Background: an optimization exercise with open tools, aiming at small area, a short achievable clock period and few clock cycles per item. Do not read the settings as production practice.
RTL that was checked went through simulation tests only; none was proved equivalent to the original.
For runs 1 to 4, only the layout was checked, not whether the RTL still works.
Power and IR drop assume default switching activity.

--- config.mk ---
export PLATFORM = sky130hd
export DESIGN_NAME = fsync_refmgr
export DESIGN_NICKNAME = fsync_refmgr
export VERILOG_FILES = /design/flow/design.v
export SDC_FILE = /design/flow/constraint.sdc
export NUM_CORES = 4
export LEC_CHECK = 0
export CAP_MARGIN = 20
export CORE_MARGIN = 2
export CORE_UTILIZATION = 60
export SETUP_SLACK_MARGIN = 5
export SLEW_MARGIN = 20
export TNS_END_PERCENT = 10
--- constraint.sdc ---
create_clock -name core_clock -period 8.0 [get_ports {clk}]
set_input_delay 1.6000 -clock core_clock [delete_from_list [all_inputs] [get_ports {clk}]]
set_output_delay 1.6000 -clock core_clock [all_outputs]
set_load 0.01 [all_outputs]
--- design.v ---
module fsync_evq #(
    parameter DEPTH = 32,
    parameter AW    = 5,
    parameter W     = 17
) (
    input  wire          clk,
    input  wire          rst,
    input  wire          clear,
    input  wire          push,
    input  wire [W-1:0]  push_data,
    input  wire          pop,
    output wire [W-1:0]  head_data,
    output wire [W-1:0]  last_data
);
    reg [DEPTH*W-1:0] sr;
    reg               wq_push;    
    reg [W-1:0]       wq_data;    
    reg [AW-1:0]      pidx;       
    reg               pempty;     
    assign head_data = pempty ? wq_data : sr[pidx*W +: W];
    assign last_data = wq_data;
    always @(posedge clk) begin
        wq_data <= push_data;
        if (wq_push)
            sr <= {sr[(DEPTH-1)*W-1:0], wq_data};
    end
    always @(posedge clk) begin
        if (rst || clear) begin
            wq_push <= 1'b0;
            pidx    <= {AW{1'b1}};
            pempty  <= 1'b1;
        end else begin
            wq_push <= push;
            if (wq_push && !pop) begin
                pidx   <= pidx + 1'b1;
                pempty <= 1'b0;
            end else if (!wq_push && pop) begin
                pidx   <= pidx - 1'b1;
                pempty <= (pidx == {AW{1'b0}});
            end
        end
    end
endmodule
module fsync_ring #(
    parameter DEPTH = 16,
    parameter AW    = 4,
    parameter W     = 16
) (
    input  wire          clk,
    input  wire          rst,
    input  wire          clear,
    input  wire          push,
    input  wire [W-1:0]  push_data,
    input  wire          pop,
    output wire [W-1:0]  head_data
);
    reg [DEPTH*W-1:0] sr;
    reg               wr;         
    reg [AW-1:0]      pidx;       
    assign head_data = sr[pidx*W +: W];
    always @(posedge clk) begin
        if (wr)
            sr <= {sr[(DEPTH-1)*W-1:0], push_data};
    end
    always @(posedge clk) begin
        if (rst || clear) begin
            wr   <= 1'b0;
            pidx <= {AW{1'b1}};
        end else begin
            wr <= push;
            if (wr && !pop)
                pidx <= pidx + 1'b1;
            else if (!wr && pop)
                pidx <= pidx - 1'b1;
        end
    end
endmodule
module fsync_refmgr (
    input  wire        clk,
    input  wire        rst,
    input  wire        cmd_valid,
    output wire        cmd_ready,
    input  wire [31:0] cmd,
    output reg         done,
    output reg  [7:0]  status_code,
    output reg  [7:0]  last_opc,
    output reg  [31:0] result0,
    output reg  [31:0] result1,
    output reg         direction,
    output reg  [1:0]  p_refs,
    output reg  [1:0]  ref_count,
    output reg  [15:0] ref0,
    output reg  [15:0] ref1,
    output reg  [1:0]  prep_count,
    output reg  [15:0] prep0,
    output reg  [15:0] prep1,
    output reg  [4:0]  ring_count,
    output reg  [31:0] next_display,
    output reg  [5:0]  evq_count
);
    localparam MAX_REFS = 2;
    localparam RING_CAP = 16;
    localparam EVQ_CAP  = 32;
    localparam OP_NOP        = 8'h00;
    localparam OP_RESET      = 8'h01;
    localparam OP_EV_POP     = 8'h02;
    localparam OP_SET_DIR    = 8'h40;
    localparam OP_SET_PREFS  = 8'h41;
    localparam OP_REF_PREP   = 8'h42;
    localparam OP_REF_UPD    = 8'h43;
    localparam OP_POST_DEC   = 8'h44;
    localparam OP_REV_REMOVE = 8'h45;
    localparam ST_OK          = 8'h00;
    localparam ST_SELF_REF    = 8'h04;
    localparam ST_EMPTY       = 8'h05;
    localparam ST_INSUFF_REFS = 8'h14;
    localparam ST_ILLEGAL     = 8'h20;
    localparam ST_RING_FULL   = 8'h23;
    localparam ST_EVQ_FULL    = 8'h24;
    localparam ST_NOT_IN_LIST = 8'h25;
    localparam ST_STATE       = 8'h26;
    reg         ready;
    reg         cmd_v;
    assign cmd_ready = ready;
    reg  [7:0]  opc;
    reg         fld, refb;
    reg  [1:0]  ptype;
    reg  [15:0] frame;
    reg         op_ill, op_reset, op_pop, op_dir, op_prefs;
    reg         op_prep, op_upd, op_post, op_rem;
    reg         pusher;           
    wire [7:0] i_opc = cmd[31:24];
    wire       i_z23 = (cmd[23:0] == 24'd0);
    wire       i_z21 = (cmd[23:21] == 3'd0);
    wire       i_pt0 = (cmd[18:16] == 3'd0);
    wire       i_dir   = (i_opc == OP_SET_DIR) && (cmd[23:1] == 23'd0);
    wire       i_prefs = (i_opc == OP_SET_PREFS) && (cmd[23:2] == 22'd0) && (cmd[1] ^ cmd[0]);
    wire       i_prep  = (i_opc == OP_REF_PREP) && i_z21 && !cmd[19] && !cmd[18];
    wire       i_upd   = (i_opc == OP_REF_UPD) && i_z21 && i_pt0;
    wire       i_post  = (i_opc == OP_POST_DEC) && i_z21 && !cmd[20] && i_pt0;
    wire       i_rem   = (i_opc == OP_REV_REMOVE) && i_z21 && !cmd[19] && i_pt0;
    wire       i_nop   = (i_opc == OP_NOP) && i_z23;
    wire       i_reset = (i_opc == OP_RESET) && i_z23;
    wire       i_pop   = (i_opc == OP_EV_POP) && i_z23;
    wire       i_ill   = !(i_nop || i_reset || i_pop || i_dir || i_prefs ||
                           i_prep || i_upd || i_post || i_rem);
    wire       i_pusher = (i_opc == OP_REF_UPD) || (i_opc == OP_POST_DEC) ||
                          (i_opc == OP_REV_REMOVE);
    always @(posedge clk) begin
        if (ready) begin
            opc      <= i_opc;
            fld      <= cmd[20];
            refb     <= cmd[19];
            ptype    <= cmd[17:16];
            frame    <= cmd[15:0];
            op_ill   <= i_ill;
            op_reset <= i_reset;
            op_pop   <= i_pop;
            op_dir   <= i_dir;
            op_prefs <= i_prefs;
            op_prep  <= i_prep;
            op_upd   <= i_upd;
            op_post  <= i_post;
            op_rem   <= i_rem;
            pusher   <= i_pusher;
        end
    end
    reg  [4:0]  xfer;             
    reg         rel2p;            
    wire        busy  = rel2p || (xfer != 5'd0);
    wire        stall = cmd_v && pusher && busy;
    wire        exec  = cmd_v && !stall;
    reg         evq_push;
    reg  [16:0] evq_push_data;
    wire        evq_pop;
    wire [16:0] evq_head;
    wire [16:0] evq_last;
    reg         ring_push;
    wire        ring_pop = !rel2p && (xfer != 5'd0);
    wire [15:0] ring_head;
    wire        clear = exec && op_reset;
    fsync_evq #(.DEPTH(EVQ_CAP), .AW(5), .W(17)) u_evq (
        .clk       (clk),
        .rst       (rst),
        .clear     (clear),
        .push      (evq_push),
        .push_data (evq_push_data),
        .pop       (evq_pop),
        .head_data (evq_head),
        .last_data (evq_last)
    );
    fsync_ring #(.DEPTH(RING_CAP), .AW(4), .W(16)) u_ring (
        .clk       (clk),
        .rst       (rst),
        .clear     (clear),
        .push      (ring_push),
        .push_data (evq_last[15:0]),
        .pop       (ring_pop),
        .head_data (ring_head)
    );
    reg [1:0] req;
    always @(*) begin
        case (ptype)
            2'd1:    req = p_refs;
            2'd2:    req = 2'd2;
            default: req = 2'd0;
        endcase
    end
    wire evq_empty = (evq_count == 6'd0);
    wire evq_full  = evq_count[5];                               
    wire evq_room2 = (evq_count <= 6'd30);
    wire [6:0] evq_need = {1'b0, evq_count} + {2'b00, ring_count};
    wire evq_room_drain = (evq_need <= 7'd31);                   
    wire ring_full = ring_count[4];
    wire hit0 = (ref_count != 2'd0) && (ref0 == frame);
    wire hit1 = ref_count[1] && (ref1 == frame);
    wire upd_rel   = op_upd && ((refb && fld && ref_count == MAX_REFS) || !refb);
    wire upd_ok    = !upd_rel || !evq_full;
    wire post_ok   = !direction ? !evq_full : (refb ? evq_room_drain : !ring_full);
    wire rem_ok    = (hit0 || hit1) && (fld ? evq_room2 : !evq_full);
    assign evq_pop = exec && op_pop && !evq_empty;
    reg  [31:0] pop_disp;
    wire [4:0]  nd_skip = (direction && refb) ? ring_count : 5'd0;
    wire [31:0] nd_next = next_display + {27'd0, nd_skip} + 32'd1;
    always @(*) begin
        evq_push      = 1'b0;
        evq_push_data = {op_post, frame};
        ring_push     = 1'b0;
        if (rel2p) begin
            evq_push      = 1'b1;
            evq_push_data = evq_last;
        end else if (xfer != 5'd0) begin
            evq_push      = 1'b1;
            evq_push_data = {1'b1, ring_head};
        end else if (exec) begin
            if (upd_rel) begin
                evq_push = !evq_full;
                if (refb)
                    evq_push_data = {1'b0, ref0};
            end
            if (op_post) begin
                if (direction && !refb)
                    ring_push = !ring_full;
                else
                    evq_push = post_ok;
            end
            if (op_rem)
                evq_push = rem_ok;
        end
    end
    wire busy_next = (xfer > 5'd1) ||
                     (exec && op_post && direction && refb && ring_count != 5'd0) ||
                     (exec && op_rem && fld);
    wire v_next      = ready ? cmd_valid : stall;
    wire pusher_next = ready ? i_pusher : pusher;
    always @(posedge clk) begin
        if (rst) begin
            ready <= 1'b1;
            cmd_v <= 1'b0;
        end else begin
            ready <= !(v_next && pusher_next && busy_next);
            cmd_v <= v_next;
        end
    end
    always @(posedge clk) begin
        if (rst) begin
            done         <= 1'b0;
            xfer         <= 5'd0;
            rel2p        <= 1'b0;
            status_code  <= ST_OK;
            last_opc     <= 8'h00;
            result0      <= 32'd0;
            result1      <= 32'd0;
            direction    <= 1'b0;
            p_refs       <= 2'd1;
            ref_count    <= 2'd0;
            ref0         <= 16'd0;
            ref1         <= 16'd0;
            prep_count   <= 2'd0;
            prep0        <= 16'd0;
            prep1        <= 16'd0;
            ring_count   <= 5'd0;
            evq_count    <= 6'd0;
            next_display <= 32'd0;
            pop_disp     <= 32'd0;
        end else begin
            done  <= exec;
            rel2p <= 1'b0;
            if (!rel2p && xfer != 5'd0)
                xfer <= xfer - 5'd1;
            if (exec) begin
                last_opc    <= opc;
                status_code <= op_ill ? ST_ILLEGAL : ST_OK;
                if (op_reset) begin
                    xfer         <= 5'd0;
                    result0      <= 32'd0;
                    result1      <= 32'd0;
                    ref_count    <= 2'd0;
                    ref0         <= 16'd0;
                    ref1         <= 16'd0;
                    prep_count   <= 2'd0;
                    prep0        <= 16'd0;
                    prep1        <= 16'd0;
                    ring_count   <= 5'd0;
                    evq_count    <= 6'd0;
                    next_display <= 32'd0;
                    pop_disp     <= 32'd0;
                end
                if (op_pop) begin
                    if (evq_empty) begin
                        status_code <= ST_EMPTY;
                        result0     <= 32'd0;
                        result1     <= 32'd0;
                    end else begin
                        evq_count <= evq_count - 6'd1;
                        result0   <= {2'b00, evq_head[16], !evq_head[16], 12'd0, evq_head[15:0]};
                        if (evq_head[16]) begin
                            result1  <= pop_disp;
                            pop_disp <= pop_disp + 32'd1;
                        end else begin
                            result1  <= 32'd0;
                        end
                    end
                end
                if (op_dir) begin
                    if (ring_count != 5'd0)
                        status_code <= ST_STATE;
                    else
                        direction <= frame[0];
                end
                if (op_prefs)
                    p_refs <= frame[1:0];
                if (op_prep) begin
                    if (ref_count >= req) begin
                        prep_count <= req;
                        result0    <= {30'd0, req};
                        if (req == 2'd2) begin
                            prep0 <= ref0;
                            prep1 <= ref1;
                        end else if (req == 2'd1) begin
                            prep0 <= ref_count[1] ? ref1 : ref0;
                            prep1 <= 16'd0;
                        end else begin
                            prep0 <= 16'd0;
                            prep1 <= 16'd0;
                        end
                    end else if (fld && req == 2'd1 && ref_count == 2'd0) begin
                        prep_count  <= 2'd1;
                        prep0       <= frame;
                        prep1       <= 16'd0;
                        result0     <= 32'd1;
                        status_code <= ST_SELF_REF;
                    end else begin
                        prep_count  <= 2'd0;
                        prep0       <= 16'd0;
                        prep1       <= 16'd0;
                        result0     <= 32'd0;
                        status_code <= ST_INSUFF_REFS;
                    end
                end
                if (op_upd) begin
                    if (!upd_ok) begin
                        status_code <= ST_EVQ_FULL;
                    end else begin
                        if (upd_rel)
                            evq_count <= evq_count + 6'd1;
                        if (refb && fld) begin
                            if (ref_count == MAX_REFS) begin
                                ref0 <= ref1;
                                ref1 <= frame;
                            end else begin
                                if (ref_count == 2'd0)
                                    ref0 <= frame;
                                else
                                    ref1 <= frame;
                                ref_count <= ref_count + 2'd1;
                            end
                        end
                        if (refb && fld && ref_count != MAX_REFS)
                            result0 <= {30'd0, ref_count + 2'd1};
                        else
                            result0 <= {30'd0, ref_count};
                    end
                end
                if (op_post) begin
                    if (!post_ok) begin
                        status_code <= !direction || refb ? ST_EVQ_FULL : ST_RING_FULL;
                    end else if (!direction) begin
                        evq_count    <= evq_count + 6'd1;
                        next_display <= nd_next;
                        result0      <= 32'd1;
                        result1      <= nd_next;
                    end else if (!refb) begin
                        ring_count <= ring_count + 5'd1;
                        result0    <= 32'd0;
                        result1    <= next_display;
                    end else begin
                        evq_count    <= evq_need[5:0] + 6'd1;
                        ring_count   <= 5'd0;
                        xfer         <= ring_count;
                        next_display <= nd_next;
                        result0      <= {27'd0, ring_count} + 32'd1;
                        result1      <= nd_next;
                    end
                end
                if (op_rem) begin
                    if (!(hit0 || hit1)) begin
                        status_code <= ST_NOT_IN_LIST;
                    end else if (!rem_ok) begin
                        status_code <= ST_EVQ_FULL;
                    end else begin
                        evq_count <= evq_count + (fld ? 6'd2 : 6'd1);
                        rel2p     <= fld;
                        if (hit0)
                            ref0 <= ref1;
                        ref1      <= 16'd0;
                        ref_count <= ref_count - 2'd1;
                        result0   <= {30'd0, ref_count - 2'd1};
                    end
                end
            end
        end
    end
endmodule
--- run.sh ---
#!/bin/bash
# synth_recipe.tcl (not shown) runs the flow's synth.tcl, then flattens the netlist and writes it again
# the make line also repeats each setting of config.mk as NAME=value (left out here)
make -C /OpenROAD-flow-scripts/flow DESIGN_CONFIG=/design/flow/config.mk WORK_HOME=/design/flow/orfs CLKGATE_MAP_FILE= SYNTH_SCRIPT=/design/flow/synth_recipe.tcl finish
==> results by group, run 1 <==
Routing
  • Top Layer Used: met4
  • First drt pass iteration count: 5
  • M1 wire length: 49500 um
  • Vias: 29600
  • Final wirelength: 118000 um
  • DRC violations left: 0
  • Final ANT Viol Nets: 0
  • DRT iter0 DRCs: 3462
  • Met2 WL post-DR: 55400 um
  • Via/cell ratio: 6.55
  • DR WL met3: 10400 um
  • DR WL/cell: 26.1 um

Floorplan
  • Die area: 79500 um2
  • DIE WIDTH: 282 um
  • Cell Rows: 101
  • Starting density of the core: 60.8%
  • # IOs: 231
  • Die Y: 282 um
  • Floorplan Core Area: 76200 um2

Power
  • Cell Int Power: 12.5 mW
  • P_sw: 4.65 mW
  • Power density over cell area: 309 nW/um2
  • Switching Share: 27.1%
  • Clock power share: 31.6%
  • Sequential power share: 48.4%
  • Leak Pwr: 19.3 nW
  • Max rail drop VDD: 0.246 mV
  • Design Power: 17.1 mW
  • Combinational cell fraction of total power: 19.9%

Timing
  • Final WS setup: 4690 ps
  • Worst-Margin Slew: 1110 ps
  • Rel. slew slack: 25.9%
  • F_max: 302 MHz
  • Max Clock Skew: 55.6 ps
  • Final setup fails: 0
  • Tcrit/Tclk final: 41.4%
  • Count of final hold-check violations: 0
  • Fin crit period: 3310 ps
  • Fin. max-slew vios: 0
  • Setup total negative slack: 0 ps
  • RSZ-0062 raised after global routing: yes

Critical path
  • Crit. End Element: primary output
  • WS Path Type: register to primary output
  • Critical path's top delay family: buffers and inverters
  • Crit path cell chain: clkdlybuf4s50_1
  • R2R Setup Slk: 4820 ps
  • CP bufs+invs: 1
  • R2R Path End: result1[19]$_SDFFE_PP0P_
  • Stages on worst setup path: 1
  • Worst Path Arrival: 1710 ps
  • Critical Path Source Type: register
  • Slowest CP cell: clkdlybuf4s50_1
  • CP max FO: 6
  • Critical Path RT: 6400 ps
  • Worst stage delay on the critical path: 580 ps
  • RR Startpoint: ring_count[0]$_SDFFE_PP0P_
  • R2R depth: 13

Synth
  • Avg Cell Area, Syn: 14.9 um2
  • Post-synth top area cell: edfxtp_1
  • Share of the synthesized area in the top cell type: 55.3%
  • Post-synth ARST share: 0%
  • Dominant synthesized flop cell: edfxtp_1
  • Yosys Warn Count: 3
  • Yosys cell types: 82
  • Register area share after synthesis: 65.9%
  • Post-synth EDFFs: 854
  • Synth Cell Area: 46400 um2
  • Area contributors post-synth: edfxtp_1 55%, mux4_2 12%, dfxtp_1 11%
  • Synth Instances: 3122
  • Yosys reg bits: 1099

Clock network
  • Clk slew on worst S/H paths: 60 ps
  • Clock latency (worst-skew pair): 700 ps
  • Num CTS Buffers: 112
  • CTS root buf: clkbuf_16
  • H-Tree Depth: 3
  • Sink Count: 1099
  • Max clock buf depth: 3
  • CTS tree: built

GRT
  • GRT overflow: 0
  • Number of global-route vias before repair: 28300
  • Pin count of the biggest net entering global routing: 209
  • Initial antenna violation count: 3
  • Total global-route track usage: 28.7%
  • First-pass GRT wire length: 174000 um

Final layout
  • Diode count: 0
  • Final #Nets: 3469
  • Post-Layout Cell Count: 4521
  • P&R area growth vs syn: 19.6%
  • Share of cells above drive strength 1: 22.2%

Job
  • Max-cap viol count: 0

Worst hold path
  • Worst hold-check path type: register to register
  • Cell count of the worst hold path: 0
  • Hold Path End: u_ring.sr[183]$_DFFE_PP_
  • Worst hold path startpoint: u_ring.sr[167]$_DFFE_PP_

Placement
  • GP Congestion: 0.932
  • Hpwl dp: 69200 um
  • Worst slack, placed: 2760 ps
  • Placed insts: 4206
  • Input/output buffers: 227

Status
  • Outcome: complete, no violations
-- timing repair --
item	4_1_cts	5_1_grt
gates cloned	7	9
setup endpoints to repair	454	422
resized for setup	230	119
hold buffers	0	0
pin swaps	9	47
buffers inserted	27	61
-- stage by stage --
step	hold WS [ps]	instance area [um2]	util, %
after floorplan	421	46400	-
after global placement	425	49400	64.9
after detailed placement	427	49400	64.9
after CTS	436	54200	71.2
after global routing	435	55500	72.8
final	438	55500	72.8
-- layer usage --
metal | global-route usage (%) | vias up
li1 | - | 12900
met2 | 44.3 | 1553
met3 | 5.05 | 183
met1 | 43.0 | 15000
met4 | 7.01 | 0
met5 | 0 | -
-- cells in the mapped netlist (25+ instances only) --
library cell	instances
nor3_1	39
nand2_1	274
ha_1	35
buf_2	30
xor2_1	38
edfxtp_1	854
a21oi_1	160
and2_1	32
xnor2_1	30
mux2i_1	56
dfxtp_1	245
o21ai_0	149
o211ai_1	28
inv_1	40
mux4_2	245
clkbuf_1	146
nor2_1	146
nand4_1	25
nand3_1	82
and3_1	35
a22oi_1	69
-- logic make-up (layout without fill, tap and decap cells) --
kind of cell               count (synthesis)  in the layout  synth area share (%)
adders and majority gates                 40             40                  1.16
other                                      1              3               0.00809
buffers and inverters                    257            622                  2.31
DFF                                     1099           1099                  65.9
AOI/OAI and AO/OA                        622            622                  8.62
muxes                                    308            308                  13.3
and+or+nand+nor                          727            729                  7.45
xor gates and xnor gates                  68             68                  1.28
-- cell usage in the layout (no fill, tap or decap), types with 22 or more instances in the layout --
cell / instances
a22oi_1: 68
nor3b_1: 23
inv_1: 35
and3_1: 33
o21ai_0: 135
dfxtp_4: 33
dlygate4sd2_1: 38
nand2_1: 262
and2_1: 30
a221oi_1: 22
nand4_1: 25
edfxtp_1: 854
clkinv_2: 23
a21oi_1: 154
ha_1: 28
mux2i_1: 54
dfxtp_2: 52
nand3_1: 80
xnor2_1: 27
mux4_2: 245
nor2_1: 137
clkdlybuf4s50_1: 176
o31ai_1: 22
nor3_1: 34
o211ai_1: 28
dfxtp_1: 160
buf_4: 93
clkbuf_16: 120
xor2_1: 38
-- how the worst max path moves through the flow --
| stage | endpoint | slack [ps] | from |
|---|---|---|---|
| after floorplan | u_evq.pidx[4]$_SDFFE_PP1P_ | 2200 | u_evq.wq_push$_SDFF_PP0_ |
| after global placement | result0[11]$_SDFFE_PP0P_ | 2980 | xfer[2]$_SDFF_PP0_ |
| after detailed placement | result0[13]$_SDFFE_PP0P_ | 2760 | xfer[2]$_SDFF_PP0_ |
| after CTS | ref0[9] | 4700 | ref0[9]$_SDFFE_PP0P_ |
| after global routing | next_display[16] | 4650 | next_display[16]$_SDFFE_PP0P_ |
| final | next_display[16] | 4690 | next_display[16]$_SDFFE_PP0P_ |
-- power groups by stage --
stage / clock, mW / sequential [mW] / combinational, mW
finish: 5.42 / 8.31 / 3.42
detailed placement: 0 / 8.43 / 3.06
global placement: 0 / 8.38 / 3.00
floorplan: 0 / 8.28 / 2.33
global route: 5.72 / 8.41 / 3.66
CTS: 5.51 / 8.33 / 3.24
-- layout make-up --
type / count / area, um2
inverter: 41 / 169
clock buffer: 134 / 3000
multi-input combinational: 1770 / 15400
timing repair buffer: 370 / 3960
fill: 4907 / 20700
clock inverter: 77 / 891
tap: 1030 / 1290
sequential: 1099 / 30700
-- flip-flops by register name, indices dropped and copies added, names as in the netlist, 17 cells and up --
signal         flops
next_display      32
pop_disp          32
result0           32
result1           32
u_evq.sr         544
u_evq.wq_data     17
u_ring.sr        256
==> run 2, diff against run 1 <==
--- a/design.v
+++ b/design.v
@@ -211,5 +211,6 @@
     wire evq_room2 = (evq_count <= 6'd30);
     wire [6:0] evq_need = {1'b0, evq_count} + {2'b00, ring_count};
-    wire evq_room_drain = (evq_need <= 7'd31);                   
+    reg  [6:0] room;
+    wire evq_room_drain = !room[6];
     wire ring_full = ring_count[4];
     wire hit0 = (ref_count != 2'd0) && (ref0 == frame);
@@ -284,4 +285,5 @@
             next_display <= 32'd0;
             pop_disp     <= 32'd0;
+            room         <= 7'd31;
         end else begin
             done  <= exec;
@@ -306,4 +308,5 @@
                     next_display <= 32'd0;
                     pop_disp     <= 32'd0;
+                    room         <= 7'd31;
                 end
                 if (op_pop) begin
@@ -314,4 +317,5 @@
                     end else begin
                         evq_count <= evq_count - 6'd1;
+                        room      <= room + 7'd1;
                         result0   <= {2'b00, evq_head[16], !evq_head[16], 12'd0, evq_head[15:0]};
                         if (evq_head[16]) begin
@@ -363,6 +367,8 @@
                         status_code <= ST_EVQ_FULL;
                     end else begin
-                        if (upd_rel)
+                        if (upd_rel) begin
                             evq_count <= evq_count + 6'd1;
+                            room      <= room - 7'd1;
+                        end
                         if (refb && fld) begin
                             if (ref_count == MAX_REFS) begin
@@ -384,4 +390,6 @@
                 end
                 if (op_post) begin
+                    if (post_ok)
+                        room <= room - 7'd1;
                     if (!post_ok) begin
                         status_code <= !direction || refb ? ST_EVQ_FULL : ST_RING_FULL;
@@ -411,4 +419,5 @@
                     end else begin
                         evq_count <= evq_count + (fld ? 6'd2 : 6'd1);
+                        room      <= room - (fld ? 7'd2 : 7'd1);
                         rel2p     <= fld;
                         if (hit0)
--- a/config.mk
+++ b/config.mk
@@ -11,3 +11,2 @@
 export SETUP_SLACK_MARGIN = 5
 export SLEW_MARGIN = 20
-export TNS_END_PERCENT = 10
==> run 2 against run 1 <==
Effect of this change: fmax increased by 9.8%; total power rose by 3.2%; wire length grew 12%; first-iteration DRC count grew 16%; synthesized cell count rose by 4.7%; setup slack better by 300 ps; core utilization decreased by 0.56 points; sequential cell count increased by 7; register-to-register slack gained 170 ps; still clean; design area up 1.0%; sequential share of layout area fell by 0.16 points.
==> results by group, run 2 <==
Synth
  • Synth Instances: 3269
  • Yosys Warn Count: 3
  • Post-synth EDFFs: 854
  • Synth Cell Area: 47100 um2
  • Share of the synthesized area in the top cell type: 54.4%
  • Area contributors post-synth: edfxtp_1 54%, mux4_2 11%, dfxtp_1 11%
  • Dominant synthesized flop cell: edfxtp_1
  • Yosys reg bits: 1106
  • Yosys cell types: 84
  • Post-synth top cells: 854 x edfxtp_1, 269 x nand2_1, 252 x dfxtp_1
  • Most common cell in the synthesized netlist: edfxtp_1
  • Post-synth ARST share: 0%
  • Register area share after synthesis: 65.1%
  • Post-synth top area cell: edfxtp_1
  • Avg Cell Area, Syn: 14.4 um2

Placement
  • Hpwl dp: 74800 um
  • Placed insts: 4344
  • Placed instance area: 50200 um2
  • Input/output buffers: 227
  • GP Congestion: 0.899

Critical path
  • Worst stage delay on the critical path: 440 ps
  • R2R depth: 9
  • Crit path cell chain: dlygate4sd2_1
  • CP startpoint: next_display[3]$_SDFFE_PP0N_
  • WS Path Type: register to primary output
  • Crit. End Element: primary output
  • CP bufs+invs: 1
  • RR Startpoint: u_evq.pidx[1]$_SDFFE_PP1P_
  • Setup crit end: next_display[3]
  • R2R Path End: result0[1]$_SDFFE_PP0N_
  • Worst Path Arrival: 1410 ps
  • R2R Setup Slk: 4990 ps
  • Stages on worst setup path: 1
  • Critical Path Source Type: register
  • Slowest CP cell: dfxtp_2
  • Critical Path RT: 6400 ps
  • CP max FO: 4
  • Critical path's top delay family: flip-flops

Final layout
  • Diode count: 0
  • Regs by FF count: u_evq.sr (544), u_ring.sr (256)
  • Final #Nets: 3611
  • Max FFs per register: 544
  • Most common cell after layout, fill and taps aside: edfxtp_1
  • P&R area growth vs syn: 18.9%
  • Final core occ: 72.2%
  • Finished Cell Area: 56000 um2
  • Layout filler cell count: 5088
  • Post-Layout Cell Count: 4663
  • Share of cells above drive strength 1: 23.0%
  • Commonest non-fill, non-tap cells in the layout: 854 x edfxtp_1, 261 x nand2_1, 231 x mux4_2
  • Reg with most FFs: u_evq.sr

Floorplan
  • Die area: 80800 um2
  • Floorplan Core Area: 77600 um2
  • Cell Rows: 102
  • # IOs: 231
  • Starting density of the core: 60.8%
  • DIE WIDTH: 284 um
  • Die Y: 284 um

Routing
  • First drt pass iteration count: 6
  • DR WL/cell: 28.2 um
  • Met2 WL post-DR: 62500 um
  • DR WL met3: 12700 um
  • DRT iter0 DRCs: 4007
  • Top Layer Used: met5
  • Vias: 31400
  • M1 wire length: 51400 um
  • DRC violations left: 0
  • Via/cell ratio: 6.72
  • Final ANT Viol Nets: 0
  • Final wirelength: 132000 um

GRT
  • Initial antenna violation count: 6
  • Total global-route track usage: 31.7%
  • Number of global-route vias before repair: 30300
  • GRT overflow: 0
  • First-pass GRT wire length: 195000 um
  • Pin count of the biggest net entering global routing: 209

Worst hold path
  • Cell count of the worst hold path: 0
  • Worst hold-check path type: register to register

Clock network
  • Clk slew on worst S/H paths: 60 ps
  • Clock latency (worst-skew pair): 700 ps
  • CTS root buf: clkbuf_16
  • Num CTS Buffers: 109
  • Max clock buf depth: 3
  • Post-CTS Hold Fix Bufs: 0
  • Sink Count: 1106
  • CTS tree: built
  • H-Tree Depth: 3

Timing
  • Fin. max-slew vios: 0
  • Final setup fails: 0
  • Worst-Margin Slew: 1220 ps
  • Rel. slew slack: 18.8%
  • F_max: 332 MHz
  • Tcrit/Tclk final: 37.7%
  • Setup total negative slack: 0 ps
  • Count of final hold-check violations: 0
  • RSZ-0062 raised after global routing: yes
  • Fin crit period: 3010 ps
  • Max Clock Skew: 34.4 ps

Power
  • Power density over cell area: 316 nW/um2
  • Max rail drop VDD: 0.210 mV
  • Leak Pwr: 20.0 nW
  • Design Power: 17.7 mW

Job
  • Max-cap viol count: 0

Status
  • Outcome: complete, no violations
run 2: worst min-delay path by stage:
stage                             from                 endpoint  slack [ps]
3_5_place_dp   u_evq.sr[400]$_DFFE_PP_  u_evq.sr[417]$_DFFE_PP_         430
3_3_place_gp   u_evq.sr[479]$_DFFE_PP_  u_evq.sr[496]$_DFFE_PP_         420
5_1_grt        u_evq.sr[183]$_DFFE_PP_  u_evq.sr[200]$_DFFE_PP_         430
6_report       u_evq.sr[183]$_DFFE_PP_  u_evq.sr[200]$_DFFE_PP_         430
4_1_cts        u_evq.sr[375]$_DFFE_PP_  u_evq.sr[392]$_DFFE_PP_         430
2_1_floorplan   u_evq.sr[34]$_DFFE_PP_   u_evq.sr[51]$_DFFE_PP_         420
run 2: final cells by class:
class | count | area (um2) | area share, %
clock inverter | 65 | 614 | 1.10
clock buffer | 138 | 2940 | 5.24
timing repair buffer | 379 | 3900 | 6.96
tap | 1040 | 1300 | 2.32
multi-input combinational | 1892 | 16100 | 28.8
inverter | 43 | 168 | 0.299
sequential | 1106 | 31000 | 55.3
run 2: where the power goes:
group / internal [mW] / switching [mW] / leakage, nW
sequential: 7.69 / 0.894 / 10.2
combinational: 2.04 / 1.96 / 8.08
clock: 2.89 / 2.23 / 1.75
total: 12.6 / 5.08 / 20.0
run 2: stage by stage:
stage	setup slack, ps	hold slack (ps)
floorplan	2190	420
global placement	3470	424
detailed placement	3360	430
CTS	4960	427
global route	4870	428
finish	4990	431
run 2: cell families after synthesis:
| family | share of synthesized area (%) |
|---|---|
| AND/OR/NAND/NOR | 8.00 |
| XOR/XNOR | 1.11 |
| buffers and inverters | 2.46 |
| AO/OA/AOI/OAI | 9.38 |
| flip-flops | 65.1 |
| other | 0.00796 |
| multiplexers | 12.6 |
| adder cells (fa/ha/maj) | 1.29 |
run 2: timing repair:
item                       CTS  global route
pin swaps                   15            29
setup endpoints to repair  457           201
cloned                      14             9
buffers inserted            58            35
resized for setup          523           125
run 2: routing by layer:
metal | vias to the layer above | track usage [%]
met5 | - | 0
met4 | 4 | 11.3
met1 | 15900 | 45.1
met2 | 1823 | 49.6
li1 | 13300 | -
met3 | 307 | 6.21
==> run 3, diff against run 2 <==
--- a/config.mk
+++ b/config.mk
@@ -9,4 +9,5 @@
 export CORE_MARGIN = 2
 export CORE_UTILIZATION = 60
+export CTS_BUF_LIST = sky130_fd_sc_hd__clkbuf_8
 export SETUP_SLACK_MARGIN = 5
 export SLEW_MARGIN = 20
==> run 3 against run 2 <==
Effect of this change: synthesized cell count unchanged; critical path type is now register to register; sequential share of layout area increased by 0.66 points; synthesized area did not move; largest power group unchanged; critical path depth grew 11; highest routed layer unchanged; clock skew rose by 14 ps; total power fell by 3.9%; global-route usage fell by 0.28 points; wire length down 2.2%; combinational power is 1% lower.
==> results by group, run 3 <==
Synth
  • Post-synth ARST share: 0%
  • Post-synth top area cell: edfxtp_1
  • Share of the synthesized area in the top cell type: 54.4%
  • Area contributors post-synth: edfxtp_1 54%, mux4_2 11%, dfxtp_1 11%
  • Yosys Warn Count: 3
  • Yosys reg bits: 1106
  • Synth Cell Area: 47100 um2
  • Most common cell in the synthesized netlist: edfxtp_1
  • Synth Area in Simple Gates: 8.00%
  • Synth Instances: 3269
  • Mux share of post-synthesis cell area: 12.6%
  • Post-synth EDFFs: 854
  • Register area share after synthesis: 65.1%
  • Yosys cell types: 84
  • XOR/XNOR share of the synthesized area: 1.11%
  • Largest family of logic cells by synthesized area: multiplexers
  • Dominant synthesized flop cell: edfxtp_1
  • Post-synth top cells: 854 x edfxtp_1, 269 x nand2_1, 252 x dfxtp_1
  • Compound-gate portion of the synthesized area: 9.38%
  • Post-synthesis adder-cell area fraction: 1.29%
  • Avg Cell Area, Syn: 14.4 um2

GRT
  • Number of global-route vias before repair: 31200
  • Initial antenna violation count: 10
  • GRT overflow: 0
  • Pin count of the biggest net entering global routing: 209
  • First-pass GRT wire length: 194000 um
  • Total global-route track usage: 31.5%

Timing
  • RSZ-0062 raised after global routing: yes
  • Tcrit/Tclk final: 38.4%
  • Count of final hold-check violations: 0
  • Worst-Margin Slew: 1110 ps
  • Final WS setup: 4920 ps
  • F_max: 325 MHz
  • Max Clock Skew: 48.2 ps
  • Hold slack: 428 ps
  • Setup total negative slack: 0 ps
  • Fin. max-slew vios: 0
  • Fin crit period: 3080 ps
  • Rel. slew slack: 26.1%
  • Final setup fails: 0

Routing
  • Final wirelength: 129000 um
  • Vias: 31700
  • DRC violations left: 0
  • First drt pass iteration count: 5
  • DR WL/cell: 26.5 um
  • Via/cell ratio: 6.53
  • DRT iter0 DRCs: 3830
  • Final ANT Viol Nets: 0

Critical path
  • Stages on worst setup path: 12
  • R2R Path End: result1[18]$_SDFFE_PP0N_
  • Worst stage delay on the critical path: 430 ps
  • Crit. End Element: register
  • Slowest CP cell: edfxtp_1
  • Critical path's top delay family: compound AO/OA/AOI/OAI gates
  • R2R depth: 12
  • CP bufs+invs: 3
  • Worst Path Arrival: 3790 ps
  • Critical Path Source Type: register
  • CP max FO: 8
  • WS Path Type: register to register
  • Critical Path RT: 8720 ps
  • R2R Setup Slk: 4920 ps
  • Crit path cell chain: buf_12 -> buf_4 -> and3_1 -> ha_1 -> a21boi_4 -> o21a_4 -> o21ai_1 -> buf_4 -> o31ai_4 -> o31ai_4 -> a21o_1 -> a32o_1
  • RR Startpoint: refb$_DFFE_PP_

Final layout
  • Max FFs per register: 544
  • Most common cell after layout, fill and taps aside: edfxtp_1
  • Regs by FF count: u_evq.sr (544), u_ring.sr (256)
  • Post-Layout Cell Count: 4856
  • Layout filler cell count: 5233
  • Finished Cell Area: 55600 um2
  • Share of cells above drive strength 1: 30.4%
  • Reg with most FFs: u_evq.sr
  • Final core occ: 71.7%
  • Final #Nets: 3749
  • Commonest non-fill, non-tap cells in the layout: 854 x edfxtp_1, 263 x nand2_1, 231 x mux4_2
  • P&R area growth vs syn: 18.0%

Worst hold path
  • Cell count of the worst hold path: 0
  • Hold Path End: u_ring.sr[140]$_DFFE_PP_
  • Worst hold path startpoint: u_ring.sr[124]$_DFFE_PP_
  • Worst hold-check path type: register to register

Power
  • Power density over cell area: 306 nW/um2
  • Max rail drop VDD: 0.229 mV
  • Design Power: 17.0 mW
  • Leak Pwr: 20.2 nW

Placement
  • Worst slack, placed: 3360 ps
  • Placed instance area: 50200 um2
  • Input/output buffers: 227
  • GP Congestion: 0.899
  • Placed insts: 4344
  • Hpwl dp: 74800 um

Clock network
  • Num CTS Buffers: 173
  • Clock latency (worst-skew pair): 840 ps
  • Clk slew on worst S/H paths: 60 ps
  • CTS root buf: clkbuf_8
  • Sink Count: 1106
  • H-Tree Depth: 4
  • Max clock buf depth: 3
  • CTS tree: built

Floorplan
  • Cell Rows: 102
  • Floorplan Core Area: 77600 um2
  • DIE WIDTH: 284 um
  • Die area: 80800 um2
  • Starting density of the core: 60.8%
  • # IOs: 231
  • Die Y: 284 um

Job
  • Max-cap viol count: 0

Status
  • Outcome: complete, no violations
-- run 3: cell counts after synthesis --
No cell type changed its count.
-- run 3: per-layer routing --
| layer | routed length (um) | track usage (%) | vias to the layer above |
|---|---|---|---|
| met4 | 5380 | 14.0 | 12 |
| li1 | - | - | 13600 |
| met5 | 69 | 0 | - |
| met3 | 12800 | 8.27 | 356 |
| met2 | 58500 | 46.4 | 1698 |
| met1 | 51900 | 44.5 | 16000 |
-- run 3: kinds of logic after synthesis --
logic type	Yosys count
multiplexers	304
AND/OR/NAND/NOR	791
XOR/XNOR	60
adder cells (fa/ha/maj)	45
other	1
flip-flops	1106
AO/OA/AOI/OAI	681
buffers and inverters	281
-- run 3: timing repair --
item / 4_1_cts / 5_1_grt
endpoints found under the setup margin: 459 / 196
hold endpoints to repair: 0 / 0
setup buffers: 128 / 44
pin swaps: 11 / 24
gates cloned: 15 / 3
hold buffers: 0 / 0
gates resized for setup: 1128 / 78
-- run 3: power by group --
part / internal [mW] / switching, mW
Clock: 2.31 / 2.29
Sequential: 7.67 / 0.801
Combinational: 2.06 / 1.89
Total: 12.0 / 4.97
-- run 3: worst max path at each step --
stage	slack, ps	start	end
2_1_floorplan	2190	u_evq.wq_push$_SDFF_PP0_	u_evq.pidx[4]$_SDFFE_PP1P_
3_3_place_gp	3470	u_evq.pidx[0]$_SDFFE_PP1P_	pop_disp[21]$_SDFFE_PP0N_
3_5_place_dp	3360	u_evq.pidx[0]$_SDFFE_PP1P_	pop_disp[21]$_SDFFE_PP0N_
4_1_cts	4940	ready$_SDFF_PP1_	cmd_ready
5_1_grt	4870	refb$_DFFE_PP_	result1[18]$_SDFFE_PP0N_
6_report	4920	refb$_DFFE_PP_	result1[18]$_SDFFE_PP0N_
-- run 3: final cells by class --
class                           instances  area [um2]  share of cell area, %
Tap cell                             1040        1300                   2.34
Clock buffer                          186        2560                   4.60
Multi-Input combinational cell       1888       16000                   28.7
Clock inverter                        132         752                   1.35
Inverter                               43         168                  0.301
Antenna cell                            4        10.0                 0.0180
Timing Repair Buffer                  457        3740                   6.72
Sequential cell                      1106       31100                   55.9
==> run 4, diff against run 3 <==
--- a/config.mk
+++ b/config.mk
@@ -9,5 +9,5 @@
 export CORE_MARGIN = 2
 export CORE_UTILIZATION = 60
-export CTS_BUF_LIST = sky130_fd_sc_hd__clkbuf_8
+export CTS_BUF_LIST = sky130_fd_sc_hd__clkbuf_4 sky130_fd_sc_hd__clkbuf_8
 export SETUP_SLACK_MARGIN = 5
 export SLEW_MARGIN = 20
==> run 4 against run 3 <==
Effect of this change: die area unchanged; highest routed layer unchanged; critical path depth up 1; first-iteration DRC count increased by 0.76%; sequential power hardly changed; still clean on timing, DRC and antenna; count of clock-buffer cells in the layout is 64 higher; critical endpoint unchanged; setup slack got worse by 15 ps; design area rose by 0.27%.
==> results by group, run 4 <==
Status
  • Outcome: complete, no violations

Power
  • Cell Int Power: 12.3 mW
  • Combinational cell fraction of total power: 22.8%
  • Max rail drop VDD: 0.194 mV
  • P_sw: 4.97 mW
  • Design Power: 17.3 mW
  • Power density over cell area: 310 nW/um2
  • Switching Share: 28.7%
  • Sequential power share: 49.0%
  • Clock power share: 28.3%
  • Leak Pwr: 20.2 nW

Synth
  • Synth Cell Area: 47100 um2
  • Post-synth top area cell: edfxtp_1
  • Mux share of post-synthesis cell area: 12.6%
  • Share of the synthesized area in the top cell type: 54.4%
  • Synth Instances: 3269
  • Compound-gate portion of the synthesized area: 9.38%
  • Yosys reg bits: 1106
  • Most common cell in the synthesized netlist: edfxtp_1
  • Largest family of logic cells by synthesized area: multiplexers
  • Synth Area in Simple Gates: 8.00%
  • Avg Cell Area, Syn: 14.4 um2
  • Register area share after synthesis: 65.1%
  • Dominant synthesized flop cell: edfxtp_1
  • XOR/XNOR share of the synthesized area: 1.11%
  • Yosys Warn Count: 3
  • Post-synth EDFFs: 854
  • Yosys cell types: 84
  • Area contributors post-synth: edfxtp_1 54%, mux4_2 11%, dfxtp_1 11%
  • Post-synth ARST share: 0%
  • Post-synth top cells: 854 x edfxtp_1, 269 x nand2_1, 252 x dfxtp_1
  • Post-synthesis adder-cell area fraction: 1.29%

Timing
  • Rel. slew slack: 27.0%
  • F_max: 324 MHz
  • Worst-Margin Slew: 1090 ps
  • Fin crit period: 3090 ps
  • Tcrit/Tclk final: 38.6%
  • Final setup fails: 0
  • Count of final hold-check violations: 0
  • Setup total negative slack: 0 ps
  • Fin. max-slew vios: 0
  • RSZ-0062 raised after global routing: yes
  • Max Clock Skew: 54.1 ps

Critical path
  • R2R Path End: result1[18]$_SDFFE_PP0N_
  • R2R depth: 13
  • Worst stage delay on the critical path: 400 ps
  • RR Startpoint: refb$_DFFE_PP_
  • CP bufs+invs: 2
  • Critical Path Source Type: register
  • R2R Setup Slk: 4910 ps
  • Critical Path RT: 8710 ps
  • CP max FO: 8
  • Crit. End Element: register
  • Worst Path Arrival: 3800 ps
  • Critical path's top delay family: compound AO/OA/AOI/OAI gates
  • Slowest CP cell: fa_2
  • Crit path cell chain: buf_12 -> nand3_1 -> ha_2 -> fa_2 -> nand2b_4 -> a21boi_4 -> o21a_4 -> o21ai_1 -> buf_4 -> o31ai_4 -> o31ai_4 -> a21o_1 -> a32o_1
  • WS Path Type: register to register
  • CP startpoint: refb$_DFFE_PP_
  • CP dominant cell by count: o31ai_4

Floorplan
  • Cell Rows: 102
  • Floorplan Core Area: 77600 um2
  • Die area: 80800 um2
  • # IOs: 231
  • Starting density of the core: 60.8%
  • Die Y: 284 um
  • DIE WIDTH: 284 um

Worst hold path
  • Worst hold path startpoint: u_evq.sr[356]$_DFFE_PP_
  • Hold Path End: u_evq.sr[373]$_DFFE_PP_
  • Worst hold-check path type: register to register
  • Cell count of the worst hold path: 0

Placement
  • GP Congestion: 0.899
  • Input/output buffers: 227
  • Placed insts: 4344
  • Hpwl dp: 74800 um

Routing
  • DRT iter0 DRCs: 3859
  • Final ANT Viol Nets: 0
  • Final wirelength: 129000 um
  • Vias: 31800
  • Via/cell ratio: 6.55
  • First drt pass iteration count: 6
  • DR WL/cell: 26.6 um
  • DRC violations left: 0

GRT
  • GRT overflow: 0
  • First-pass GRT wire length: 194000 um
  • Pin count of the biggest net entering global routing: 209
  • Total global-route track usage: 31.5%
  • Number of global-route vias before repair: 31200
  • Initial antenna violation count: 10

Final layout
  • P&R area growth vs syn: 18.3%
  • Regs by FF count: u_evq.sr (544), u_ring.sr (256)
  • Share of cells above drive strength 1: 31.8%
  • Max FFs per register: 544
  • Commonest non-fill, non-tap cells in the layout: 854 x edfxtp_1, 262 x nand2_1, 231 x mux4_2
  • Reg with most FFs: u_evq.sr
  • Final #Nets: 3743
  • Post-Layout Cell Count: 4850
  • Most common cell after layout, fill and taps aside: edfxtp_1

Clock network
  • H-Tree Depth: 4
  • CTS tree: built
  • Max clock buf depth: 3
  • CTS root buf: clkbuf_8
  • Sink Count: 1106
  • Clock latency (worst-skew pair): 850 ps
  • Clk slew on worst S/H paths: 60 ps
  • Num CTS Buffers: 173

Job
  • Max-cap viol count: 0
==> run 4: changes by cell type in the layout (fill, tap and decap cells not counted), sizes merged <==
cell	before	now
clkbuf	188	252
inv	115	51
buf	412	406
==> run 4: kinds of logic after synthesis <==
group	after synthesis
fa+ha+maj	45
other cells	1
simple gates	791
buf+inv	281
compound gates	681
flops	1106
xor+xnor	60
mux	304
==> run 4: power by group through the flow <==
stage	clock network, mW	registers [mW]	logic, mW
after floorplan	0	8.43	2.44
after CTS	4.98	8.46	3.80
after detailed placement	0	8.62	3.29
after global placement	0	8.52	3.22
final	4.89	8.47	3.93
after global routing	5.23	8.58	4.19
==> run 4: timing repair <==
item | 4_1_cts | 5_1_grt
hold buffers | 0 | 0
resized for setup | 1127 | 64
cloned | 15 | 2
setup buffers | 127 | 40
pin swaps | 11 | 26
hold endpoints to repair | 0 | 0
setup endpoints to repair | 459 | 196
==> run 4: how the worst max path moves through the flow <==
stage                            endpoint  slack [ps]  cells after the start
6_report         result1[18]$_SDFFE_PP0N_        4910                     13
5_1_grt          result1[18]$_SDFFE_PP0N_        4830                     13
4_1_cts                         cmd_ready        4940                      2
3_5_place_dp    pop_disp[21]$_SDFFE_PP0N_        3360                      9
3_3_place_gp    pop_disp[21]$_SDFFE_PP0N_        3470                      9
2_1_floorplan  u_evq.pidx[4]$_SDFFE_PP1P_        2190                      8
==> run 4: worst register-to-register path, cell delays in order, from the launching register on <==
cell and delay (ps):
edfxtp_1 390, buf_12 150, nand3_1 90, ha_2 210, fa_2 400, nand2b_4 160
a21boi_4 200, o21a_4 170, o21ai_1 70, buf_4 220, o31ai_4 280, o31ai_4 160
a21o_1 210, a32o_1 240
==> run 4: final cells by class <==
class,instances,area [um2]
diodes,4,10.0
clock buffers,250,3040
clock inverters,68,512
fillers,5201,21800
inverters,43,168
multi-input cells,1888,15900
flip-flops and latches,1106,31100
well taps,1040,1300
repair buffers,451,3710
==> run 4: layer usage <==
layer,global-route usage [%],part of all wire (%),vias to the layer above
li1,-,-,13600
met2,46.6,45,1710
met3,8.41,10,329
met5,0,0.056,-
met1,44.6,40,16100
met4,13.5,4.1,12
==> run 4: metrics by stage <==
step                      cell area [um2]  hold slack [ps]  setup WS [ps]  utilization, %
after CTS                           55100              418           4940            71.0
after global routing                55800              439           4830            71.9
after detailed placement            50200              430           3360            64.7
after global placement              50200              424           3470            64.7
final                               55800              427           4910            71.9
after floorplan                     47200              420           2190               -
==> run 5, diff against run 4 <==
--- a/design.v
+++ b/design.v
@@ -222,6 +222,6 @@
     assign evq_pop = exec && op_pop && !evq_empty;
     reg  [31:0] pop_disp;
-    wire [4:0]  nd_skip = (direction && refb) ? ring_count : 5'd0;
-    wire [31:0] nd_next = next_display + {27'd0, nd_skip} + 32'd1;
+    wire [31:0] nd_inc  = next_display + 32'd1;
+    wire [31:0] nd_ring = next_display + {27'd0, ring_count} + 32'd1;
     always @(*) begin
         evq_push      = 1'b0;
@@ -396,7 +396,7 @@
                     end else if (!direction) begin
                         evq_count    <= evq_count + 6'd1;
-                        next_display <= nd_next;
+                        next_display <= nd_inc;
                         result0      <= 32'd1;
-                        result1      <= nd_next;
+                        result1      <= nd_inc;
                     end else if (!refb) begin
                         ring_count <= ring_count + 5'd1;
@@ -407,7 +407,7 @@
                         ring_count   <= 5'd0;
                         xfer         <= ring_count;
-                        next_display <= nd_next;
+                        next_display <= nd_ring;
                         result0      <= {27'd0, ring_count} + 32'd1;
-                        result1      <= nd_next;
+                        result1      <= nd_ring;
                     end
                 end
--- a/config.mk
+++ b/config.mk
@@ -6,8 +6,8 @@
 export NUM_CORES = 4
 export LEC_CHECK = 0
+export ABC_AREA = 1
 export CAP_MARGIN = 20
 export CORE_MARGIN = 2
 export CORE_UTILIZATION = 60
-export CTS_BUF_LIST = sky130_fd_sc_hd__clkbuf_4 sky130_fd_sc_hd__clkbuf_8
 export SETUP_SLACK_MARGIN = 5
 export SLEW_MARGIN = 20
==> run 5 against run 4 <==
Effect of this change: clock skew fell by 18 ps; synthesized area rose by 11%; total power rose by 4.8%; non-clock buffer count fell by 115; first-iteration DRC count rose by 39%; combinational power rose by 11%; via count rose by 36%; wire length rose by 18%; core utilization fell by 2.6 points; register-to-register slack improved by 130 ps; critical path type is now register to primary output; critical endpoint is now result0[11]; largest power group unchanged; highest routed layer unchanged.
==> results by group, run 5 <==
Floorplan
  • Cell Rows: 108
  • Die Y: 300 um
  • Die area: 89800 um2
  • Starting density of the core: 60.5%
  • # IOs: 231
  • Floorplan Core Area: 86800 um2
  • DIE WIDTH: 300 um

Synth
  • Post-synth top cells: 1403 x nand2_1, 854 x edfxtp_1, 703 x nor2_1
  • Area contributors post-synth: edfxtp_1 49%, nand2_1 10%, dfxtp_1 9.6%
  • Dominant synthesized flop cell: edfxtp_1
  • Register area share after synthesis: 58.5%
  • Yosys reg bits: 1106
  • Synth Instances: 5829
  • Post-synth top area cell: edfxtp_1
  • Post-synth ARST share: 0%
  • Avg Cell Area, Syn: 9.00 um2
  • Synth Cell Area: 52500 um2
  • Post-synth EDFFs: 854
  • Most common cell in the synthesized netlist: nand2_1
  • Share of the synthesized area in the top cell type: 48.9%
  • Yosys cell types: 62
  • Yosys Warn Count: 3

Clock network
  • CTS tree: built
  • Clk slew on worst S/H paths: 60 ps
  • Clock latency (worst-skew pair): 700 ps
  • Max clock buf depth: 3
  • CTS root buf: clkbuf_16
  • Num CTS Buffers: 112
  • Post-CTS Hold Fix Bufs: 0
  • Sink Count: 1106
  • H-Tree Depth: 3

GRT
  • Pin count of the biggest net entering global routing: 198
  • GRT overflow: 0
  • Number of global-route vias before repair: 40000
  • Total global-route track usage: 33.1%
  • First-pass GRT wire length: 233000 um
  • Initial antenna violation count: 4

Timing
  • Final WS setup: 5030 ps
  • Rel. slew slack: 23.4%
  • Max Clock Skew: 36.5 ps
  • Fin crit period: 2970 ps
  • F_max: 337 MHz
  • Hold slack: 434 ps
  • Count of final hold-check violations: 0
  • Setup total negative slack: 0 ps
  • Final setup fails: 0
  • Fin. max-slew vios: 0
  • Tcrit/Tclk final: 37.1%
  • Worst-Margin Slew: 1150 ps
  • RSZ-0062 raised after global routing: yes

Power
  • Sequential power share: 47.1%
  • Combinational cell fraction of total power: 24.1%
  • Switching Share: 33.8%
  • Leak Pwr: 23.0 nW
  • Max rail drop VDD: 0.315 mV
  • Power density over cell area: 301 nW/um2
  • P_sw: 6.13 mW
  • Clock power share: 28.8%
  • Cell Int Power: 12.0 mW

Job
  • Max-cap viol count: 0

Final layout
  • Final #Nets: 6016
  • Commonest non-fill, non-tap cells in the layout: 1396 x nand2_1, 854 x edfxtp_1, 696 x nor2_1
  • Post-Layout Cell Count: 7184
  • Area of the multi-input gates: 18900 um2
  • Layout filler cell count: 6831
  • Share of cells above drive strength 1: 9.14%
  • Max FFs per register: 544
  • P&R area growth vs syn: 14.7%
  • Finished Cell Area: 60100 um2
  • Register area: 31100 um2
  • Reg with most FFs: u_evq.sr
  • Diode count: 0
  • Regs by FF count: u_evq.sr (544), u_ring.sr (256)
  • Most common cell after layout, fill and taps aside: nand2_1

Routing
  • DRT iter0 DRCs: 5357
  • Final wirelength: 152000 um
  • DR WL/cell: 21.2 um
  • Via/cell ratio: 6.00
  • Vias: 43100
  • DRC violations left: 0
  • Final ANT Viol Nets: 0
  • First drt pass iteration count: 6

Status
  • Outcome: complete, no violations

Critical path
  • Crit. End Element: primary output
  • Critical path's top delay family: flip-flops
  • Critical Path RT: 6400 ps
  • Worst stage delay on the critical path: 410 ps
  • Worst Path Arrival: 1370 ps
  • Slowest CP cell: dfxtp_2
  • Crit path cell chain: clkdlybuf4s15_2
  • Critical Path Source Type: register
  • CP max FO: 3
  • CP bufs+invs: 1
  • WS Path Type: register to primary output

Placement
  • Placed instance area: 55100 um2
  • Worst slack, placed: 3240 ps
  • Hpwl dp: 89700 um
  • GP Congestion: 0.959
  • Input/output buffers: 227
  • Placed insts: 6909

Worst hold path
  • Worst hold-check path type: register to register
## run 5: cell types whose count changed in the layout (fill, tap and decap cells not counted), sizes merged, moves of 231 or more
cell	before	now
buf	406	114
inv	51	431
mux4	231	0
nand2	269	1409
nand3	53	439
o21ai	214	520
nor2	188	716
## run 5: metrics by stage
step                      util (%)  power, mW
final                         69.3       18.1
after global routing          69.3       19.0
after CTS                     68.9       18.1
after detailed placement      63.5       12.8
after global placement        63.5       12.6
after floorplan                  -       11.3
## run 5: worst paths after layout
kind,start,endpoint,slack (ps),cells after the start
max,result0[11]$_SDFFE_PP0N_,result0[11],5030,1
min,u_ring.sr[175]$_DFFE_PP_,u_ring.sr[191]$_DFFE_PP_,430,0
max reg2reg,evq_count[1]$_SDFFE_PP0N_,u_evq.pidx[4]$_SDFFE_PP1P_,5040,20
min reg2reg,u_ring.sr[175]$_DFFE_PP_,u_ring.sr[191]$_DFFE_PP_,430,0
## run 5: logic make-up after synthesis
group | Yosys count | share of synthesized area, %
xor+xnor | 62 | 1.04
buf+inv | 790 | 6.08
compound gates | 1156 | 12.4
flops | 1106 | 58.5
simple gates | 2667 | 20.7
fa+ha+maj | 46 | 1.18
other cells | 1 | 0.00715
mux | 1 | 0.0191
## run 5: power by group through the flow
stage          Combinational [mW]  Clock [mW]  Sequential, mW
2_1_floorplan                2.69           0            8.66
3_5_place_dp                 4.09           0            8.67
5_1_grt                      4.85        5.51            8.64
6_report                     4.37        5.23            8.53
3_3_place_gp                 4.03           0            8.62
4_1_cts                      4.29        5.30            8.51
## run 5: metal layers
metal / global-route usage, % / up-vias / part of all wire (%)
met5: 0 / - / 0.027
met4: 14.0 / 6 / 4.5
met3: 5.90 / 368 / 8.7
met2: 49.9 / 2042 / 44
met1: 47.5 / 20600 / 42
li1: - / 20100 / -
## run 5: final cells by class
class                           instances  share of cell area [%]
Multi-Input combinational cell       3939                    31.3
Timing Repair inverter                  3                  0.0541
Clock inverter                         64                    1.05
Tap cell                             1155                    2.40
Sequential cell                      1106                    51.6
Clock buffer                          144                    5.02
Timing Repair Buffer                  336                    5.59
Inverter                              437                    2.91
## run 5: repair_timing
action                     CTS  global route
resized for setup          558           104
cloned                      11             3
pin swaps                    7             2
buffers inserted            33            19
setup endpoints to repair  617           461
Testbench counts of run 5, summed over its fixed seeds: cycles 18,671, commands 18,562.
==> run 6, diff against run 5 <==
--- a/config.mk
+++ b/config.mk
@@ -6,5 +6,4 @@
 export NUM_CORES = 4
 export LEC_CHECK = 0
-export ABC_AREA = 1
 export CAP_MARGIN = 20
 export CORE_MARGIN = 2
==> run 6 against run 5 <==
Effect of this change: still clean on timing, DRC and antenna; core utilization increased by 2.0 points; critical path depth rose by 1; setup slack worse by 59 ps; count of clock-buffer cells in the layout grew 17; combinational power decreased by 17%; fmax down 1.9%; hold slack lost 23 ps; first-iteration DRC count is 29% lower; sequential power hardly changed; sequential cell count is the same; clock skew is 8.8 ps higher; non-clock buffer count increased by 41; largest power group unchanged.
==> results by group, run 6 <==
Placement
  • Hpwl dp: 77200 um
  • GP Congestion: 0.958
  • Input/output buffers: 227
  • Placed insts: 4432

Synth
  • Synth Instances: 3353
  • Dominant synthesized flop cell: edfxtp_1
  • Yosys reg bits: 1106
  • Post-synth top area cell: edfxtp_1
  • Post-synth ARST share: 0%
  • Area contributors post-synth: edfxtp_1 54%, mux4_2 11%, dfxtp_1 11%
  • Synth Cell Area: 47900 um2
  • Post-synth EDFFs: 854
  • Avg Cell Area, Syn: 14.3 um2
  • Yosys cell types: 90
  • Post-synth top cells: 854 x edfxtp_1, 298 x nand2_1, 252 x dfxtp_1
  • Yosys Warn Count: 3
  • Register area share after synthesis: 64.1%
  • Share of the synthesized area in the top cell type: 53.6%
  • Most common cell in the synthesized netlist: edfxtp_1

Clock network
  • CTS root buf: clkbuf_16
  • Num CTS Buffers: 112
  • Clk slew on worst S/H paths: 60 ps
  • H-Tree Depth: 3
  • Sink Count: 1106
  • Post-CTS Hold Fix Bufs: 0
  • Max clock buf depth: 3
  • CTS tree: built
  • Clock latency (worst-skew pair): 700 ps

Routing
  • Vias: 31700
  • Via/cell ratio: 6.68
  • DRT iter0 DRCs: 3791
  • Final ANT Viol Nets: 0
  • Final wirelength: 129000 um
  • DRC violations left: 0
  • DR WL/cell: 27.2 um
  • First drt pass iteration count: 8

GRT
  • Pin count of the biggest net entering global routing: 225
  • First-pass GRT wire length: 194000 um
  • GRT overflow: 0
  • Initial antenna violation count: 3
  • Total global-route track usage: 31.0%
  • Number of global-route vias before repair: 30800

Timing
  • Tcrit/Tclk final: 37.8%
  • Fin. max-slew vios: 0
  • F_max: 331 MHz
  • Final setup fails: 0
  • RSZ-0062 raised after global routing: yes
  • Count of final hold-check violations: 0
  • Max Clock Skew: 45.3 ps
  • Setup total negative slack: 0 ps
  • Worst-Margin Slew: 1120 ps
  • Rel. slew slack: 25.7%
  • Fin crit period: 3030 ps

Worst hold path
  • Worst hold path startpoint: u_ring.sr[33]$_DFFE_PP_
  • Cell count of the worst hold path: 0
  • Hold Path End: u_ring.sr[49]$_DFFE_PP_
  • Worst hold-check path type: register to register

Floorplan
  • Die area: 82100 um2
  • DIE WIDTH: 286 um
  • # IOs: 231
  • Die Y: 286 um
  • Floorplan Core Area: 79000 um2
  • Starting density of the core: 60.6%
  • Cell Rows: 103

Critical path
  • RR Startpoint: xfer[1]$_SDFF_PP0_
  • Crit path cell chain: buf_12 -> clkdlybuf4s15_1
  • Worst stage delay on the critical path: 400 ps
  • Crit. End Element: primary output
  • R2R depth: 12
  • CP startpoint: next_display[0]$_SDFFE_PP0N_
  • R2R Setup Slk: 5030 ps
  • Critical Path RT: 6400 ps
  • Critical Path Source Type: register
  • CP max FO: 7
  • Slowest CP cell: dfxtp_4
  • WS Path Type: register to primary output
  • Worst Path Arrival: 1430 ps
  • R2R Path End: pop_disp[2]$_SDFFE_PP0N_

Power
  • Power density over cell area: 309 nW/um2
  • Leak Pwr: 20.0 nW
  • Max rail drop VDD: 0.253 mV

Final layout
  • Post-Layout Cell Count: 4752
  • Most common cell after layout, fill and taps aside: edfxtp_1
  • Diode count: 0
  • Share of cells above drive strength 1: 21.9%
  • P&R area growth vs syn: 17.7%
  • Regs by FF count: u_evq.sr (544), u_ring.sr (256)
  • Final #Nets: 3685
  • Reg with most FFs: u_evq.sr
  • Commonest non-fill, non-tap cells in the layout: 854 x edfxtp_1, 288 x nand2_1, 233 x mux4_2
  • Max FFs per register: 544

Job
  • Max-cap viol count: 0

Status
  • Outcome: complete, no violations
## run 6: area by class of cell
| class | instances | area, um2 |
|---|---|---|
| well taps | 1050 | 1310 |
| multi-input cells | 1951 | 16400 |
| flip-flops and latches | 1106 | 31000 |
| repair inverters | 1 | 5.00 |
| clock buffers | 161 | 3120 |
| fillers | 5176 | 22600 |
| clock inverters | 51 | 648 |
| inverters | 55 | 224 |
| repair buffers | 377 | 3660 |
## run 6: metrics by stage
step                      hold slack [ps]  util, %  total power, mW  area (um2)  setup slack [ps]
after floorplan                       417        -             10.9       47900              2200
after global placement                424     64.3             11.7       50800              3460
after detailed placement              428     64.3             11.9       50800              3340
after CTS                             395     70.6             17.5       55800              4980
after global routing                  422     71.3             18.1       56400              4940
final                                 411     71.3             17.4       56400              4970
## run 6: where the power goes
| part | internal (mW) | switching, mW | total (mW) |
|---|---|---|---|
| Combinational | 1.86 | 1.75 | 3.61 |
| Clock | 3.08 | 2.24 | 5.32 |
| Sequential | 7.68 | 0.821 | 8.50 |
| Total | 12.6 | 4.81 | 17.4 |
## run 6: critical path, delay by kind of cell, from the launching register on
family,cells,cell delay (ps)
flip-flops,1,400
buffers and inverters,2,350
## run 6: worst max-delay path by stage
| stage | to | slack [ps] | cells after the start |
|---|---|---|---|
| after detailed placement | xfer[0]$_SDFF_PP0_ | 3340 | 11 |
| after global routing | next_display[0] | 4940 | 2 |
| after global placement | xfer[1]$_SDFF_PP0_ | 3460 | 11 |
| after CTS | next_display[4]$_SDFFE_PP0N_ | 4980 | 8 |
| after floorplan | u_evq.pidx[4]$_SDFFE_PP1P_ | 2200 | 9 |
| final | next_display[0] | 4970 | 2 |
## run 6: routing by layer
metal | up-vias | global-route usage (%) | share of wire (%)
li1 | 13600 | - | -
met1 | 16100 | 46.0 | 42
met2 | 1736 | 46.7 | 46
met3 | 277 | 6.34 | 9.4
met4 | 2 | 9.71 | 3.2
met5 | - | 0 | 0.010
## run 6: cells by family after synthesis
| group | count (synthesis) | synth area share [%] |
|---|---|---|
| AOI/OAI and AO/OA | 701 | 9.45 |
| xor gates and xnor gates | 81 | 1.48 |
| adders and majority gates | 46 | 1.30 |
| buffers and inverters | 299 | 2.78 |
| DFF | 1106 | 64.1 |
| muxes | 303 | 12.8 |
| other | 1 | 0.00783 |
| and+or+nand+nor | 816 | 8.10 |
## run 6: repair_timing
item	in CTS	in global routing
pin swaps	12	24
gates cloned	7	3
buffers inserted	61	37
gates resized for setup	514	106
endpoints found under the setup margin	685	461
==> run 7, diff against run 6 <==
--- a/config.mk
+++ b/config.mk
@@ -8,5 +8,5 @@
 export CAP_MARGIN = 20
 export CORE_MARGIN = 2
-export CORE_UTILIZATION = 60
+export CORE_UTILIZATION = 50
 export SETUP_SLACK_MARGIN = 5
 export SLEW_MARGIN = 20
==> run 7 against run 6 <==
Effect of this change: hold slack gained 27 ps; wire length rose by 1.3%; setup slack got worse by 32 ps; clock power about the same; global-route usage down 4.7 points; non-clock buffer count is 44 higher; critical path type is now register to register; largest cell class unchanged.
==> results by group, run 7 <==
Critical path
  • Worst Path Arrival: 3600 ps
  • Crit. End Element: register
  • CP max FO: 13
  • R2R Path End: u_evq.pidx[4]$_SDFFE_PP1P_
  • CP startpoint: evq_count[0]$_SDFFE_PP0N_
  • Setup crit end: u_evq.pidx[4]$_SDFFE_PP1P_
  • R2R depth: 14
  • WS Path Type: register to register

Synth
  • Yosys reg bits: 1106
  • Post-synth ARST share: 0%
  • Synth Cell Area: 47900 um2
  • Share of the synthesized area in the top cell type: 53.6%
  • Register area share after synthesis: 64.1%
  • Area contributors post-synth: edfxtp_1 54%, mux4_2 11%, dfxtp_1 11%
  • Yosys Warn Count: 3
  • Yosys cell types: 90

Floorplan
  • Starting density of the core: 50.4%
  • DIE WIDTH: 313 um
  • Die area: 98200 um2
  • Cell Rows: 113
  • Die Y: 313 um

GRT
  • GRT overflow: 0
  • GR Util met3: 5.17%
  • Met2 Resource Use GR: 38.9%
  • Busiest grt layer: met1
  • Number of global-route vias before repair: 31000
  • First-pass GRT wire length: 197000 um

Routing
  • Final wirelength: 131000 um
  • DRC violations left: 0
  • Final ANT Viol Nets: 0
  • DR WL/cell: 26.1 um

Final layout
  • Commonest non-fill, non-tap cells in the layout: 854 x edfxtp_1, 288 x nand2_1, 233 x mux4_2
  • Reg with most FFs: u_evq.sr
  • Share of cells above drive strength 1: 24.4%
  • Final #Nets: 3731

Clock network
  • Sink Count: 1106
  • CTS root buf: clkbuf_16
  • Num CTS Buffers: 114
  • H-Tree Depth: 3
  • Max clock buf depth: 3

Timing
  • Rel. slew slack: 28.4%
  • Max Clock Skew: 26.7 ps
  • Worst-Margin Slew: 1070 ps
  • Fin crit period: 3060 ps

Power
  • Power density over cell area: 304 nW/um2

Placement
  • Placed insts: 4653
  • Input/output buffers: 227

Status
  • Outcome: complete, no violations

Job
  • Max-cap viol count: 0
[run 7: cell counts after synthesis]
No cell type changed its count.
[run 7: layout make-up]
cell class	instances	area [um2]
tap	1265	1580
timing repair buffer	421	4080
sequential	1106	31000
clock buffer	143	3060
timing repair inverter	1	7.51
clock inverter	71	706
inverter	55	223
multi-input combinational	1951	16400
fill	7425	37900
[run 7: worst max-delay path, cell delays in order (launching register included)]
cell	delay [ps]
dfxtp_4	410
inv_2	130
ha_4	170
or3b_4	410
o31a_4	400
nand2_4	90
ha_4	150
inv_6	50
fa_2	350
a21o_1	190
a21oi_2	130
xnor2_1	120
nor2_1	70
xnor2_1	150
nand2_1	60
[run 7: worst min path at each step]
stage,from,end,slack [ps],depth (start not counted)
2_1_floorplan,u_evq.sr[101]$_DFFE_PP_,u_evq.sr[118]$_DFFE_PP_,420,0
3_3_place_gp,u_evq.sr[343]$_DFFE_PP_,u_evq.sr[360]$_DFFE_PP_,430,0
3_5_place_dp,u_evq.sr[441]$_DFFE_PP_,u_evq.sr[458]$_DFFE_PP_,430,0
4_1_cts,u_evq.sr[308]$_DFFE_PP_,u_evq.sr[325]$_DFFE_PP_,430,0
5_1_grt,u_ring.sr[136]$_DFFE_PP_,u_ring.sr[152]$_DFFE_PP_,450,0
6_report,u_evq.sr[178]$_DFFE_PP_,u_evq.sr[195]$_DFFE_PP_,440,0
[run 7: stage by stage]
| step | setup WS, ps | instance area, um2 | hold slack, ps | power [mW] | utilization [%] |
|---|---|---|---|---|---|
| after floorplan | 2200 | 47900 | 417 | 10.9 | - |
| after global placement | 3630 | 51100 | 425 | 11.8 | 53.8 |
| after detailed placement | 3590 | 51100 | 428 | 11.9 | 53.8 |
| after CTS | 4870 | 56500 | 431 | 17.5 | 59.4 |
| after global routing | 4840 | 57100 | 447 | 18.1 | 60.1 |
| final | 4940 | 57100 | 438 | 17.4 | 60.1 |
[run 7: power breakdown]
group / switching, mW / internal (mW)
registers: 0.731 / 7.66
logic: 1.74 / 1.89
clock network: 2.27 / 3.07
[run 7: logic make-up after synthesis]
family	after synthesis	synth area share, %
mux	303	12.8
fa+ha+maj	46	1.30
buf+inv	299	2.78
xor+xnor	81	1.48
flops	1106	64.1
other cells	1	0.00783
compound gates	701	9.45
simple gates	816	8.10
[run 7: timing repair]
action / CTS / global route
gates cloned: 9 / 1
pin swaps: 13 / 24
resized for setup: 669 / 110
setup buffers: 82 / 52
setup endpoints to repair: 449 / 226
hold endpoints to repair: 0 / 0
[run 7: routing by layer]
layer / vias to the layer above / wire length, um / part of all wire [%]
met2: 1496 / 58100 / 44
met3: 280 / 11200 / 8.6
met1: 16300 / 57000 / 44
li1: 13700 / - / -
met4: 2 / 4530 / 3.5
met5: - / 9 / 0.0069

Check on run 7: ideal ports give 4.942 ns setup slack; a clkbuf_16 on the clock port and buf_2 on the inputs give 4.942 ns; moving port delays by the midpoint clock arrival (0.774 ns) as well gives 4.369 ns.
